This is an optimization exercise on Yosys and OpenROAD, whose aim is small area, a short achievable clock period and few clock cycles, not a production implementation.
Function was checked by simulation only, so behaviour that the tests miss may differ from the original.

==> inputs of ember <==
Design ifsb_codec, start of the top module:
module ifsb_codec (
    input  wire        clk,
    input  wire        rst,
    input  wire        req_valid,
    input  wire [7:0]  req_data,
    output wire        req_ready,
    output wire        dout_valid,
    output wire [7:0]  dout_data,
    input  wire        dout_ready,
    output wire        rsp_valid,
    input  wire        rsp_ready,
    output wire [3:0]  rsp_code,
    output wire        rsp_has_status,
    output wire [7:0]  rsp_status,
    output wire [15:0] rsp_value,
    output wire [7:0]  rsp_consumed,
    output wire [31:0] rsp_info
);
    localparam [3:0] R_OK          = 4'd0;
    localparam [3:0] R_NO_RESPONSE = 4'd1;
    localparam [3:0] R_NOOP        = 4'd2;
    localparam [3:0] R_SYNC_ERR    = 4'd3;
    localparam [3:0] R_TRUNCATED   = 4'd4;
    localparam [3:0] R_LEN_ERR     = 4'd5;
    localparam [3:0] R_CRC_ERR     = 4'd6;
    localparam [3:0] R_ENC_ERR     = 4'd7;
    localparam [3:0] R_ILLEGAL_OP  = 4'd11;
    localparam [15:0] K_FC = 16'h3DE3;    
    reg  [1:0]  hc;         
    reg         hv;         
    reg  [2:0]  op;
    reg         bad;        
    reg  [7:0]  cmd;
    reg  [7:0]  rem;        
    reg         dmode;      
    reg         rr;         
    reg  [7:0]  abuf;       
    reg         dv;         
    reg         anew;       
    reg  [7:0]  bbuf;       
    reg         bv;
    reg  [15:0] acc;        
    reg  [15:0] crc_reg;    
    reg s_idle, s_rsp;
    reg s_elen, s_ecmd, s_edata, s_elo, s_ehi, s_eend;
    reg s_crc, s_drain;
    reg s_pb0, s_pb1, s_pb2, s_pdata, s_plo, s_phi, s_pchk, s_pdone;
    reg go_q;               
    reg abort;              
    reg  [3:0]  r_code;
    reg         r_hs;
    reg  [7:0]  r_status;
    reg  [7:0]  r_cons;
    reg  [15:0] r_info;     
    wire fire   = req_valid & rr;
    wire dfire  = fire & dmode;
    wire hfire  = fire & ~dmode;
    wire afree  = ~dv | dout_ready;
    wire rem1   = (rem == 8'd1);
    wire remz   = (rem == 8'd0);
    wire cmdz   = (cmd == 8'd0);
  ...
Settings: LEC_CHECK=0, CAP_MARGIN=20, CORE_MARGIN=2, CORE_UTILIZATION=40, SLEW_MARGIN=20; clock period 10.0 ns.
standard.sh (not shown) runs the stock make flow with config.mk's settings and CLKGATE_MAP_FILE= SYNTH_SCRIPT=/design/flow/synth_recipe.tcl, a recipe that flattens the netlist after the stock synthesis.
==> flow/flow/run.sh <==
#!/bin/bash
set -euo pipefail
bash standard.sh SETUP_SLACK_MARGIN=6.75 \
  "BUFFER_PORTS_ARGS=-buffer_cell sky130_fd_sc_hd__buf_1" \
  finish > standard_flow.log 2>&1
==> umber (differences from ember) <==
==> flow/flow/run.sh (replaced) <==
#!/bin/bash
set -euo pipefail
bash standard.sh SETUP_SLACK_MARGIN=6.7 \
  "BUFFER_PORTS_ARGS=-buffer_cell sky130_fd_sc_hd__buf_1" \
  "CTS_ARGS=-sink_clustering_enable -repair_clock_nets -root_buf sky130_fd_sc_hd__clkbuf_16 -buf_list sky130_fd_sc_hd__clkbuf_8" \
  finish > standard_flow.log 2>&1
==> maple (differences from ember) <==
--- a/flow/design.v
+++ b/flow/design.v
@@ -85,13 +85,13 @@
     wire [15:0] rom_q;
     ifsb_crc_rom u_rom (
         .addr (acc[7:0] ^ abuf),
         .data (rom_q)
     );
     wire [15:0] step_out = {8'h00, acc[15:8]} ^ rom_q;
-    wire        crc_hold = s_elo & ~bv & dv & ~dout_ready;
+    wire [15:0] acc_now  = anew ? step_out : acc;
     wire hdr_last  = hfire & (hc == 2'd3);
     wire exec_free = s_idle | (s_rsp & rsp_ready);
     wire go        = (hv | hdr_last) & exec_free;
     wire op_is1    = (op == 3'd1);
     wire pre_ill   = bad |
                      ((op == 3'd0) & ~(cmdz & remz)) |
@@ -108,15 +108,16 @@
     wire outbyte   = s_edata | s_pdata;
     wire s_ptrunc  = s_pb1 | s_pb2 | s_pdata | s_plo | s_phi;   
     wire pend      = ~dmode;                                       
     wire d_zero    = (req_data == 8'h00);
     wire d_sync    = (req_data == 8'hFC);
     wire d_short   = (req_data < 8'd5);
+    wire [7:0] cons_p3 = r_cons + 8'd3;
     wire [7:0] cons_m3 = r_cons - 8'd3;
-    wire last_pay  = (r_info[7:0] == 8'd5);
-    wire len5      = last_pay;
+    wire last_pay  = (cons_p3 == r_info[7:0]);
+    wire len5      = (r_info[7:0] == 8'd5);
     wire crc_match = (r_info == acc);
     wire pb0_fire  = s_pb0 & dfire;
     wire pb1_fire  = s_pb1 & dfire;
     wire pb2_fire  = s_pb2 & dfire;
     wire pd_fire   = s_pdata & dfire;
     wire plo_fire  = s_plo & dfire;
@@ -136,17 +137,16 @@
     wire e_lo      = s_elo & afree & ~bv;
     wire e_hi      = s_ehi & afree;
     wire e_end     = s_eend & dout_ready;
     wire c_end     = s_crc & pend & ~anew & ~go_q;
     wire dr_end    = s_drain & pend;
     wire rsp_done  = s_rsp & rsp_ready;
-    wire rsp_raise = run & (e_end | c_end | dr_end | p_done_n);
+    wire rsp_raise = run & ~go & (e_end | c_end | dr_end | p_done_n);
     wire err_end   = p_done_n & (r_code == R_CRC_ERR);
-    wire err_st    = s_pdone & (r_code == R_CRC_ERR);
-    wire b_ld      = ~bv & ~s_rsp;
-    wire [7:0] bbuf_d = outbyte ? req_data : ({8{err_st}} & acc[7:0]);
+    wire b_ld      = rsp_raise | (~bv & ~s_rsp);
+    wire [7:0] bbuf_d = rsp_raise ? ({8{err_end}} & acc[7:0]) : req_data;
     wire bv_n     = bv ? ~afree : (dfire & outbyte & ~afree);
     wire hv_n     = ~go & (hv | hdr_last);
     wire s_elen_n = go ? op_encok : (s_elen & ~afree & run);
     wire s_ecmd_n = ~go & run & (e_len | (s_ecmd & ~afree));
     wire dmode_n  = go ? (op_encok | ~remz) :
                     (e_cmd & run) ? ~remz :
@@ -156,86 +156,63 @@
     wire a_b    = bv & afree;
     wire a_fc   = go & op_encok;
     wire a_len  = e_len;
     wire a_cmd  = e_cmd | (init & s_crc & op_is1);
     wire a_lo   = e_lo;
     wire a_hi   = e_hi | err_end;
-    wire hc3    = (hc == 2'd3);
-    wire al_p0  = (bv & ~dv) | (~dv & (s_elen | s_ecmd | (s_elo & ~bv) | s_ehi)) |
-                  (go_q & s_crc & op_is1 & run) |
-                  (run & ((s_crc & pend & ~anew & ~go_q) | (s_drain & pend) |
-                          (s_pdone & pend & ~bv & ~dv))) |
-                  (hv & s_idle & op_encok);
-    wire al_p1  = rr & dmode & ((outbyte & ~dv) | s_crc | s_pb0 | s_pb1 | s_pb2);
-    wire al_p1i = rr & ~dmode & hc3 & s_idle & op_encok;
-    wire al_p2  = bv | s_elen | s_ecmd | (s_elo & ~bv) | s_ehi | (s_eend & run);
-    wire al_p3  = rr & dmode & outbyte;
-    wire al_p4  = hv & s_rsp & op_encok;
-    wire al_p5  = rr & ~dmode & hc3 & s_rsp & op_encok;
-    wire a_ld   = al_p0 | (req_valid & (al_p1 | al_p1i)) | (dout_ready & al_p2) |
-                  (req_valid & dout_ready & al_p3) | (rsp_ready & al_p4) |
-                  (req_valid & rsp_ready & al_p5);
+    wire a_ld   = a_req | a_b | a_fc | a_len | a_cmd | a_lo | a_hi | rsp_raise;
     wire [7:0] len_byte = rem + 8'd5;
-    wire sel_req = dmode & ~bv & (outbyte | s_crc | s_pb0 | s_pb1 | s_pb2);
-    wire sel_fc  = s_idle | s_rsp;
-    wire sel_cmd = s_ecmd | (go_q & s_crc & op_is1);
-    wire sel_lo  = s_elo & ~bv;
-    wire sel_hi  = s_ehi | (err_st & ~bv);
-    wire [7:0] abuf_d = ({8{sel_req}} & req_data) |
-                        ({8{bv}}      & bbuf) |
-                        ({8{sel_fc}}  & 8'hFC) |
-                        ({8{s_elen}}  & len_byte) |
-                        ({8{sel_cmd}} & cmd) |
-                        ({8{sel_lo}}  & step_out[7:0]) |
-                        ({8{sel_hi}}  & acc[15:8]);
+    wire [7:0] abuf_d = ({8{a_req}} & req_data) |
+                        ({8{a_b}}   & bbuf) |
+                        ({8{a_fc}}  & 8'hFC) |
+                        ({8{a_len}} & len_byte) |
+                        ({8{a_cmd}} & cmd) |
+                        ({8{a_lo}}  & acc_now[7:0]) |
+                        ({8{a_hi}}  & acc[15:8]);
     wire dv_set  = (a_req & outbyte) | a_b | (a_fc & ~(hdr_last & rsv1_bad)) |
                    a_len | e_cmd | a_lo | e_hi;
     wire dv_d    = run & (dv_set | (dv & ~dout_ready));
-    wire anew_d  = run & (a_req | a_b | a_fc | a_len | a_cmd | (anew & crc_hold));
+    wire anew_d  = run & (a_req | a_b | a_fc | a_len | a_cmd);
     wire acc_fc   = init & s_elen;
     wire acc_crc  = init & s_crc & op_is1;
-    wire acc_ld   = go_q | p_done_n | (anew & ~crc_hold);
+    wire acc_ld   = go_q | p_done_n | anew;
     wire acc_stp  = ~go_q & ~p_done_n;
     wire [15:0] acc_d = ({16{acc_crc}} & crc_reg) |
                         ({16{acc_fc}}  & K_FC) |
                         ({16{acc_stp}} & step_out);
-    wire crc_ld   = c_end;              
-    wire code_ld  = go | abort | (s_pb0 & pend) | p_trunc | (pb0_fire & ~d_sync) |
-                    p_lenerr | p_crcerr;
-    wire [3:0] code_d = abort    ? R_ILLEGAL_OP :
-                        s_pb0    ? (~dmode ? R_NO_RESPONSE : d_zero ? R_NOOP : R_SYNC_ERR) :
-                        s_pb1    ? (~dmode ? R_TRUNCATED : R_LEN_ERR) :
-                        s_ptrunc ? R_TRUNCATED :
-                        s_pchk   ? R_CRC_ERR :
-                        pre_ill  ? R_ILLEGAL_OP :
-                        enc_err  ? R_ENC_ERR : R_OK;
+    wire crc_ld   = s_crc & run & ~go_q;
+    wire code_ld  = go | abort | p_noresp | p_trunc | p_noop | p_sync | p_lenerr | p_crcerr;
+    wire [3:0] code_d = ({4{go & pre_ill}}  & R_ILLEGAL_OP) |
+                        ({4{go & enc_err}}  & R_ENC_ERR) |
+                        ({4{abort}}         & R_ILLEGAL_OP) |
+                        ({4{p_noresp}}      & R_NO_RESPONSE) |
+                        ({4{p_trunc}}       & R_TRUNCATED) |
+                        ({4{p_noop}}        & R_NOOP) |
+                        ({4{p_sync}}        & R_SYNC_ERR) |
+                        ({4{p_lenerr}}      & R_LEN_ERR) |
+                        ({4{p_crcerr}}      & R_CRC_ERR);
     wire hs_ld    = go_q | p_noop | p_ok;
     wire hs_d     = run & (p_noop | p_ok);
     wire st_req   = pb2_fire;
     wire st_clr   = go_q | p_trunc | p_crcerr;
-    wire [7:0] status_d = {8{s_pb2 & dmode}} & req_data;
+    wire [7:0] status_d = {8{st_req}} & req_data;
     wire cons_clr = go_q;
     wire cons_inc = pb0_fire | pb1_fire | pb2_fire | pd_fire | plo_fire | phi_fire;
     wire [7:0] cons_d = cons_clr ? {7'd0, pb0_fire & run} : (r_cons + 8'd1);
     wire i_req_lo = run & (pb0_fire | pb1_fire | plo_fire);
     wire i_req_hi = phi_fire;
     wire i_n      = init & s_drain & (r_code == R_ENC_ERR);
     wire i_got    = s_pdata & pend;
     wire i_clr    = go_q | abort | p_ok | p_noresp | p_trunc;
-    wire i_dec    = run & (pb2_fire | pd_fire);
-    wire i_lo_ld  = i_req_lo | i_dec | i_clr;
+    wire i_lo_ld  = i_req_lo | i_clr;
     wire i_hi_ld  = i_req_hi | i_clr;
-    wire i_sel_lo = run & dmode & (s_pb0 | s_pb1 | s_plo);
-    wire i_sel_hi = dmode & s_phi;
-    wire i_sel_dec = dmode & (s_pb2 | s_pdata);
-    wire [7:0] info_lo_d = ({8{i_sel_lo}} & req_data) |
-                           ({8{i_sel_dec}} & (r_info[7:0] - 8'd1)) |
+    wire [7:0] info_lo_d = ({8{i_req_lo}} & req_data) |
                            ({8{i_n}}      & rem) |
                            ({8{i_got}}    & cons_m3) |
                            {7'd0, s_phi & pend};
-    wire [7:0] info_hi_d = ({8{i_sel_hi}} & req_data) |
+    wire [7:0] info_hi_d = ({8{i_req_hi}} & req_data) |
                            {6'd0, (s_pdata | s_plo | s_phi) & pend,
                                   (s_pb2 | s_plo | s_phi) & pend};
     always @(posedge clk) begin
         if (rst) begin
             hc      <= 2'd0;
             hv      <= 1'b0;
@@ -262,13 +239,13 @@
             rr    <= rr_n;
             dv    <= dv_d;
             anew  <= anew_d;
             go_q  <= go;
             abort <= go & ~hv & ~pre_ill & rsv1_bad;
             if (crc_ld)
-                crc_reg <= acc;
+                crc_reg <= acc_now;
             s_idle  <= go ? 1'b0 : (s_idle | rsp_done);
             s_rsp   <= (~go & run & s_rsp & ~rsp_ready) | rsp_raise;
             s_elen  <= s_elen_n;
             s_ecmd  <= s_ecmd_n;
             s_edata <= run & ((e_cmd & ~remz) | (s_edata & ~e_last));
             s_elo   <= (e_cmd & remz) | e_last | (s_elo & ~e_lo);
==> flow/flow/run.sh (replaced) <==
#!/bin/bash
set -euo pipefail
bash standard.sh SETUP_SLACK_MARGIN=7.0 \
  "BUFFER_PORTS_ARGS=-buffer_cell sky130_fd_sc_hd__buf_1" \
  finish > standard_flow.log 2>&1
==> results.ini <==
[status]
status=timing/DRC/antenna clean

[logic_synthesis]
post_synth_and_or_nand_nor_area_fraction_pct=17.5
synth_top_area_share_pct=37.4
netlist_top_cells_area=edfxtp_1, dfxtp_1, xnor2_1

[finish]
num_antenna_cells=0
multi_input_area_share_pct=41.3

[timing]
clock.fmax_mhz=308
tightest_slew_ns=0.926

[power_and_ir_drop]
power_of_the_combinational_group_w=0.0000468

[placement]
finalWeightedCongestion=0.972

[route]
num_vias=6129

[setup_path]
crit_type=input port to flop

(the above is from umber)
==> results.ini <==
[finish]
multi_input_area_share_pct=40.2
utilization_pct=47.4
n_fill_cell=1602

[setup_path]
crit_type=flop to output port

[status]
status=timing/DRC/antenna clean

[logic_synthesis]
synth_top_family_by_area=simple AND/OR/NAND/NOR gates
post_synth_and_or_nand_nor_area_fraction_pct=17.5
ys.warnings.count=1
synth_top_area_share_pct=37.4
netlist_top_cells_area=edfxtp_1, dfxtp_1, xnor2_1

[floorplan]
die_height_um=138

[power_and_ir_drop]
power_of_the_combinational_group_w=0.0000470

[timing]
tightest_slew_ns=0.915
clock.fmax_mhz=312

[clock_tree]
tritoncts=built
cts_num_sinks=133

[route]
num_vias=6110

[placement]
finalWeightedCongestion=0.948

(the above is from ember)
==> results.ini <==
[finish]
multi_input_area_share_pct=40.2
num_antenna_cells=1

[logic_synthesis]
synth_top_area_share_pct=36.2
netlist_top_cells_area=edfxtp_1, dfxtp_1, xnor2_1
ys_dominant_reg_cell=edfxtp_1
post_synth_and_or_nand_nor_area_fraction_pct=18.3
post_synth_xor_area_fraction_pct=9.48

[setup_path]
crit_type=input port to flop

[status]
status=timing/DRC/antenna clean

[timing]
clock.fmax_mhz=314
final_hold_vios=0
tightest_slew_ns=0.977

[job]
max_cap_violations=0

[route]
wirelength_um=27000
num_vias=6987

[power_and_ir_drop]
power_of_the_combinational_group_w=0.0000707
power.share.switching_pct=24.0

[clock_tree]
ctsRootBufferMaster=clkbuf_16

[placement]
finalWeightedCongestion=0.953

(the above is from maple)
Testbench counts of ember, summed over its fixed seeds: cycles 72,419.
Testbench counts of umber, summed over its fixed seeds: cycles 72,419.
Testbench counts of maple, summed over its fixed seeds: cycles 72,419.

-- port drivers added, routing unchanged --
The results above use ideal ports. As a check the final layouts listed here were re-extracted and re-timed, cells and wires unchanged. Step 1, drivers: a clkbuf_16 drives clk and a buf_2 each remaining input, both assumed. Step 2, shift: input delay + t, output delay - t, t = (earliest + latest rising clock arrival at the registers) / 2. This alone moves slack from input paths to output paths. Three values: ideal, step 1, step 2; two values: the first two.
| run | t, ns | slack for setup (ns) | worst setup path after step 2 | clock arrival spread, ns | worst slew at a driven data input, ns |
|---|---|---|---|---|---|
| ember | 0.465 | 6.799 / 6.757 / 6.394 | input to register | 0.011 / 0.012 | 0.03 |
| umber | 0.419 | 6.752 / 6.771 / 6.351 | input to register | 0.019 / 0.019 | 0.04 |
| maple | 0.479 | 6.816 / 6.825 / 6.345 | input to register | 0.009 / 0.009 | 0.08 |
After both steps setup and hold are still met in every run listed. For maple, which loses most, drivers alone change the setup slack by +0.009 ns; drivers and shift together by -0.471 ns.
